From an optimization exercise on the open Yosys and OpenROAD flow, aimed at small area and a short achievable clock period; shortcuts taken in it are not production practice. RTL that was checked went through simulation tests only; none was proved equivalent to the original. Power figures rest on the tool's default switching activity, not on a simulated workload.

## north
## pwm_sched
module pwm_sched (
    input  wire        clk,
    input  wire        rst,         
    input  wire        tick,        
    input  wire        fault,       
    input  wire        cmd_valid,
    input  wire [31:0] cmd,
    output reg         rsp_valid,
    output reg         rsp_err,
    output wire [31:0] rsp_data,
    output wire [17:0] pwm_out
);
Size: ~9500 cells after synthesis, roughly 930 flip-flops, ~89 I/O pins, roughly 72000 um^2 of cells after synthesis.
Settings: LEC_CHECK=0, CAP_MARGIN=20, CORE_MARGIN=2, CORE_UTILIZATION=35, CTS_BUF_LIST=sky130_fd_sc_hd__clkbuf_8, CTS_CLUSTER_DIAMETER=60, CTS_CLUSTER_SIZE=12, PLACE_DENSITY=0.5, SLEW_MARGIN=20; clock period 100.0 ns.
standard.sh (not shown) runs the stock make flow with config.mk's settings and CLKGATE_MAP_FILE= SYNTH_SCRIPT=/design/flow/synth_recipe.tcl, a recipe that flattens the netlist after the stock synthesis.
==> flow/flow/run.sh <==
#!/bin/bash
# Own layout flow: the standard layout (standard.sh) with the synthesis
# step of flow/synth.tcl (ABC script below, adders left to ABC, gate sizing
# against a wire-load model with realistic wire capacitance), and the port
# buffers made of buf_4 cells. Each tool's output is in orfs/logs; make's own
# output goes to flow_make.log in the work folder.
set -euo pipefail
W=$(cd "$(dirname "$0")/.." && pwd)
D=7000
printf 'strash\ndch\nmap -D %s\nstrash\ndch\nmap -D %s\ntopo\nstime -c\nbuffer -c\nupsize -c -D %s\ndnsize -c -D %s\nstime -c\n' $D $D $D $D > "$W/abc.script"
LIB="$FLOW_HOME/platforms/sky130hd/lib/sky130_fd_sc_hd__tt_025C_1v80.lib"
sed -e 's/^\(\s*capacitance : \)1.42e-05;/\17e-05;/' "$LIB" > "$W/abc_wl.lib"
export MY_ABC_SCRIPT="$W/abc.script"
export MY_ABC_D=$D
export MY_ABC_LIB="$W/abc_wl.lib"
bash "$W/standard.sh" SYNTH_SCRIPT="$W/flow/synth.tcl" ADDER_MAP_FILE= \
  BUFFER_PORTS_ARGS="-buffer_cell sky130_fd_sc_hd__buf_4" finish > "$W/flow_make.log" 2>&1
==> flow/flow/synth.tcl <==
proc synth {args} { yosys synth -nofsm -noshare {*}$args }
proc abc {args} {
  set rest {}
  set i 0
  while {$i < [llength $args]} {
    set a [lindex $args $i]
    if {$a eq "-script" || $a eq "-D"} { incr i 2; continue }
    if {$a eq "-liberty" && [info exists ::env(MY_ABC_LIB)]} {
      lappend rest -liberty $::env(MY_ABC_LIB)
      incr i 2
      continue
    }
    lappend rest $a
    incr i
  }
  yosys abc -script $::env(MY_ABC_SCRIPT) -D $::env(MY_ABC_D) {*}$rest
}
source $::env(SCRIPTS_DIR)/synth.tcl
# left out here: clear keep_hierarchy, flatten, clean up, hide names made inside functions, write 1_2_yosys.v
north: complete, dirty (capacitance limit, slew limit)
The inputs of south differ from those of north as listed below.
==> flow/flow/run.sh <==
#!/bin/bash
# Own layout flow: the standard layout (standard.sh) with the synthesis
# step of flow/synth.tcl (ABC script below, adders left to ABC), and the
# port buffers made of buf_4 cells. Each tool's output is in orfs/logs;
# make's own output goes to flow_make.log in the work folder.
set -euo pipefail
W=$(cd "$(dirname "$0")/.." && pwd)
D=6000
printf 'strash\ndch\nmap -D %s\nstrash\ndch\nmap -D %s\ntopo\nstime -c\nbuffer -c\nupsize -c -D %s\ndnsize -c -D %s\nstime -c\n' $D $D $D $D > "$W/abc.script"
export MY_ABC_SCRIPT="$W/abc.script"
export MY_ABC_D=$D
bash "$W/standard.sh" SYNTH_SCRIPT="$W/flow/synth.tcl" ADDER_MAP_FILE= \
  BUFFER_PORTS_ARGS="-buffer_cell sky130_fd_sc_hd__buf_4" finish > "$W/flow_make.log" 2>&1
--- a/flow/flow/synth.tcl
+++ b/flow/flow/synth.tcl
@@ -8,5 +7,0 @@
-    if {$a eq "-liberty" && [info exists ::env(MY_ABC_LIB)]} {
-      lappend rest -liberty $::env(MY_ABC_LIB)
-      incr i 2
-      continue
-    }
[summary]
- south completed end to end with timing, DRC and antenna clean.
- From north to south the numbers moved as follows: power density of the placed cells shows no meaningful change; power shows an increase of about 1.9%; die footprint shows no meaningful change.
--- input diff south..east ---
--- a/flow/flow/run.sh
+++ b/flow/flow/run.sh
@@ -8 +8 @@
-D=6000
+D=7000
Findings:
Number of filler instances in the final layout (east vs. south) decreases by a few percent. east against south: count of non-CTS inverters in the layout fell by 5.5%, maximum frequency rose by 0.10 MHz, switching power fell by about 7%, minimum clock period after layout fell by 0.10 ns, clock tree buffer count of the final layout fell by 2. When the final numbers for east and south were put side by side, the static leakage turned out to be smaller in east. On east: overall power of the completed layout is 4.9% lower than what south gave.
The following lists how west was set up differently from east:
--- a/flow/flow/run.sh
+++ b/flow/flow/run.sh
@@ -3,3 +3,4 @@
-# step of flow/synth.tcl (ABC script below, adders left to ABC), and the
-# port buffers made of buf_4 cells. Each tool's output is in orfs/logs;
-# make's own output goes to flow_make.log in the work folder.
+# step of flow/synth.tcl (ABC script below, adders left to ABC, gate sizing
+# against a wire-load model with realistic wire capacitance), and the port
+# buffers made of buf_4 cells. Each tool's output is in orfs/logs; make's own
+# output goes to flow_make.log in the work folder.
@@ -9,0 +11,2 @@
+LIB="$FLOW_HOME/platforms/sky130hd/lib/sky130_fd_sc_hd__tt_025C_1v80.lib"
+sed -e 's/^\(\s*capacitance : \)1.42e-05;/\11.5e-04;/' "$LIB" > "$W/abc_wl.lib"
@@ -11,0 +15 @@
+export MY_ABC_LIB="$W/abc_wl.lib"
--- a/flow/flow/synth.tcl
+++ b/flow/flow/synth.tcl
@@ -7,0 +8,5 @@
+    if {$a eq "-liberty" && [info exists ::env(MY_ABC_LIB)]} {
+      lappend rest -liberty $::env(MY_ABC_LIB)
+      incr i 2
+      continue
+    }
[summary]
Worst path buffer plus inverter count for west: 1 up relative to east. Delta (west minus east): area of all placed cells without fillers has increased, fraction of the core area covered by cells at the end of the flow has decreased, cell count of the worst reg-to-reg path has decreased. [compare] base=east new=west: switching part of the total power was more or less identical; total power went up by about 5%; clock buffer count went up by 2.9%; met1 routing resource usage after global routing went down by 0.63 points; wire length went up by about 0.5%. Relative to east, the wire length on met3 of west is higher by about 2%.
No functional check of the RTL was part of any run of this note.

---

Setup of job 103:
pwm_sched, a different RTL version from the one above (not shown whole).
Size: about 9,300 cells after synthesis, about 89 I/O pins, ~0.069 sq mm of cells after synthesis.
Settings: LEC_CHECK=0, CAP_MARGIN=20, CORE_MARGIN=2, CORE_UTILIZATION=35, CTS_BUF_LIST=sky130_fd_sc_hd__clkbuf_8, CTS_CLUSTER_DIAMETER=60, CTS_CLUSTER_SIZE=12, PLACE_DENSITY=0.5, SLEW_MARGIN=20; clock period 100.0 ns.
==> flow/flow/run.sh <==
#!/bin/bash
# Own layout flow: the standard layout (standard.sh) with the synthesis
# step of flow/synth.tcl (ABC script below, adders left to ABC), and the
# port buffers made of buf_4 cells. Each tool's output is in orfs/logs;
# make's own output goes to flow_make.log in the work folder.
set -euo pipefail
W=$(cd "$(dirname "$0")/.." && pwd)
D=7000
printf 'strash\ndch\nmap -D %s\nstrash\ndch\nmap -D %s\ntopo\nstime -c\nbuffer -c\nupsize -c -D %s\ndnsize -c -D %s\nstime -c\n' $D $D $D $D > "$W/abc.script"
export MY_ABC_SCRIPT="$W/abc.script"
export MY_ABC_D=$D
bash "$W/standard.sh" SYNTH_SCRIPT="$W/flow/synth.tcl" ADDER_MAP_FILE= \
  BUFFER_PORTS_ARGS="-buffer_cell sky130_fd_sc_hd__buf_4" finish > "$W/flow_make.log" 2>&1
==> flow/flow/synth.tcl <==
proc synth {args} { yosys synth -nofsm -noshare {*}$args }
proc abc {args} {
  set rest {}
  set i 0
  while {$i < [llength $args]} {
    set a [lindex $args $i]
    if {$a eq "-script" || $a eq "-D"} { incr i 2; continue }
    lappend rest $a
    incr i
  }
  yosys abc -script $::env(MY_ABC_SCRIPT) -D $::env(MY_ABC_D) {*}$rest
}
source $::env(SCRIPTS_DIR)/synth.tcl
# left out here: clear keep_hierarchy, flatten, clean up, hide names made inside functions, write 1_2_yosys.v
#### Input delta (job 101 over job 103)
--- a/flow/config.mk
+++ b/flow/config.mk
@@ -14 +14 @@
-export PLACE_DENSITY = 0.5
+export PLACE_DENSITY = 0.62
--- outcome ---
| fmax | job 103 vs job 101 | ≈ equal |
Area growth from synthesis to layout essentially unchanged between job 103 and job 101.
Job 103 → job 101: final area saw little to no change; number of global-route vias before repair saw an increase; minimum setup slack among reg-to-reg paths saw a decrease.

---

pwm_sched, a different RTL version from the one above (not shown whole).
For scale: roughly 9300 cells after synthesis, ~930 flip-flops.
==> flow/config.mk <==
export PLATFORM = sky130hd
export DESIGN_NAME = pwm_sched
export DESIGN_NICKNAME = pwm_sched
export VERILOG_FILES = /design/flow/design.v
export SDC_FILE = /design/flow/constraint.sdc
export NUM_CORES = 8
export LEC_CHECK = 0
export CAP_MARGIN = 20
export CORE_MARGIN = 2
export CORE_UTILIZATION = 35
export CTS_BUF_LIST = sky130_fd_sc_hd__clkbuf_8
export CTS_CLUSTER_DIAMETER = 60
export CTS_CLUSTER_SIZE = 14
export PLACE_DENSITY = 0.5
export SLEW_MARGIN = 20
==> flow/constraint.sdc <==
create_clock -name core_clock -period 100.0 [get_ports {clk}]
set_input_delay 20.0000 -clock core_clock [delete_from_list [all_inputs] [get_ports {clk}]]
set_output_delay 20.0000 -clock core_clock [all_outputs]
set_load 0.01 [all_outputs]
==> flow/flow/run.sh <==
#!/bin/bash
# Own layout flow: the standard layout (standard.sh) with the synthesis
# step of flow/synth.tcl (ABC script below, adders left to ABC), and the
# port buffers made of buf_4 cells. Each tool's output is in orfs/logs;
# make's own output goes to flow_make.log in the work folder.
set -euo pipefail
W=$(cd "$(dirname "$0")/.." && pwd)
D=6000
printf 'strash\ndch\nmap -D %s\nstrash\ndch\nmap -D %s\ntopo\nstime -c\nbuffer -c\nupsize -c -D %s\ndnsize -c -D %s\nstime -c\n' $D $D $D $D > "$W/abc.script"
export MY_ABC_SCRIPT="$W/abc.script"
export MY_ABC_D=$D
bash "$W/standard.sh" SYNTH_SCRIPT="$W/flow/synth.tcl" ADDER_MAP_FILE= \
  BUFFER_PORTS_ARGS="-buffer_cell sky130_fd_sc_hd__buf_4" finish > "$W/flow_make.log" 2>&1
Scripts as last shown in full above: flow/flow/synth.tcl
Rerun with:
--- a/flow/flow/run.sh
+++ b/flow/flow/run.sh
@@ -7,3 +7,3 @@
 W=$(cd "$(dirname "$0")/.." && pwd)
-D=6000
+D=7000
 printf 'strash\ndch\nmap -D %s\nstrash\ndch\nmap -D %s\ntopo\nstime -c\nbuffer -c\nupsize -c -D %s\ndnsize -c -D %s\nstime -c\n' $D $D $D $D > "$W/abc.script"
After rerunning: The changed run went through all stages and came out clean. Global-route usage goes down by 1.4 points. Power came out higher by 0.62%. Core utilization goes down by 0.19 points. Fmax drops by 1.4%.
Rerun with:
==> flow/flow/run.sh (replaced) <==
#!/bin/bash
# Own layout flow: the standard layout (standard.sh) with the synthesis
# step of flow/synth.tcl (ABC script below (no buffering pass), adders left to ABC), and the
# port buffers made of buf_4 cells. Each tool's output is in orfs/logs;
# make's own output goes to flow_make.log in the work folder.
set -euo pipefail
W=$(cd "$(dirname "$0")/.." && pwd)
D=6000
printf 'strash\ndch\nmap -D %s\nstrash\ndch\nmap -D %s\ntopo\nstime -c\nupsize -c -D %s\ndnsize -c -D %s\nstime -c\n' $D $D $D $D > "$W/abc.script"
export MY_ABC_SCRIPT="$W/abc.script"
export MY_ABC_D=$D
bash "$W/standard.sh" SYNTH_SCRIPT="$W/flow/synth.tcl" ADDER_MAP_FILE= \
  BUFFER_PORTS_ARGS="-buffer_cell sky130_fd_sc_hd__buf_4" finish > "$W/flow_make.log" 2>&1
- CTS_CLUSTER_SIZE: 14 -> 12
The new run produced a clean layout.
Clock skew is lower by 0.010 ns.
Hold slack is worse by 0.0099 ns.
Final cell count is higher by 4.9%.
Design area is higher by 2.8%.

## static timing again, ports no longer ideal
Ports are ideal in the flow. The routed layouts listed here were re-timed in OpenROAD.
Step 1: set_driving_cell puts a clkbuf_16 on clk and a buf_2 on each other input, an assumption about the parent block.
Step 2 adds t to the input delays and takes it off the output delays; t is the mean of the earliest and latest rising clock arrival at the registers after step 1. Input paths then give back, and output paths get back, about the clock's delay inside the block.
Three values: no drivers, after step 1, after step 2; two values: the first two.
run	t, ns	setup WS [ns]	worst hold slack (ns)	worst register clock-pin slew, ns
north	1.113	68.567 / 68.470 / 69.375	0.482 / 0.482 / 0.482	0.09 / 0.09
south	1.115	68.631 / 68.525 / 69.355	0.487 / 0.487 / 0.487	0.10 / 0.10
east	1.069	68.733 / 68.641 / 69.449	0.461 / 0.461 / 0.461	0.09 / 0.09
west	1.075	69.550 / 69.450 / 70.115	0.456 / 0.456 / 0.456	0.09 / 0.09
job 103	1.058	68.053 / 67.958 / 68.774	0.464 / 0.464 / 0.464	0.10 / 0.10
job 101	1.120	68.070 / 67.960 / 68.793	0.493 / 0.493 / 0.493	0.10 / 0.10
the first run of note 3	1.040	68.922 / 68.825 / 69.374	0.458 / 0.458 / 0.458	0.11 / 0.11
the second run of note 3	1.053	68.494 / 68.401 / 69.036	0.469 / 0.469 / 0.469	0.10 / 0.10
the third run of note 3	1.026	68.643 / 68.549 / 68.860	0.459 / 0.459 / 0.459	0.10 / 0.10
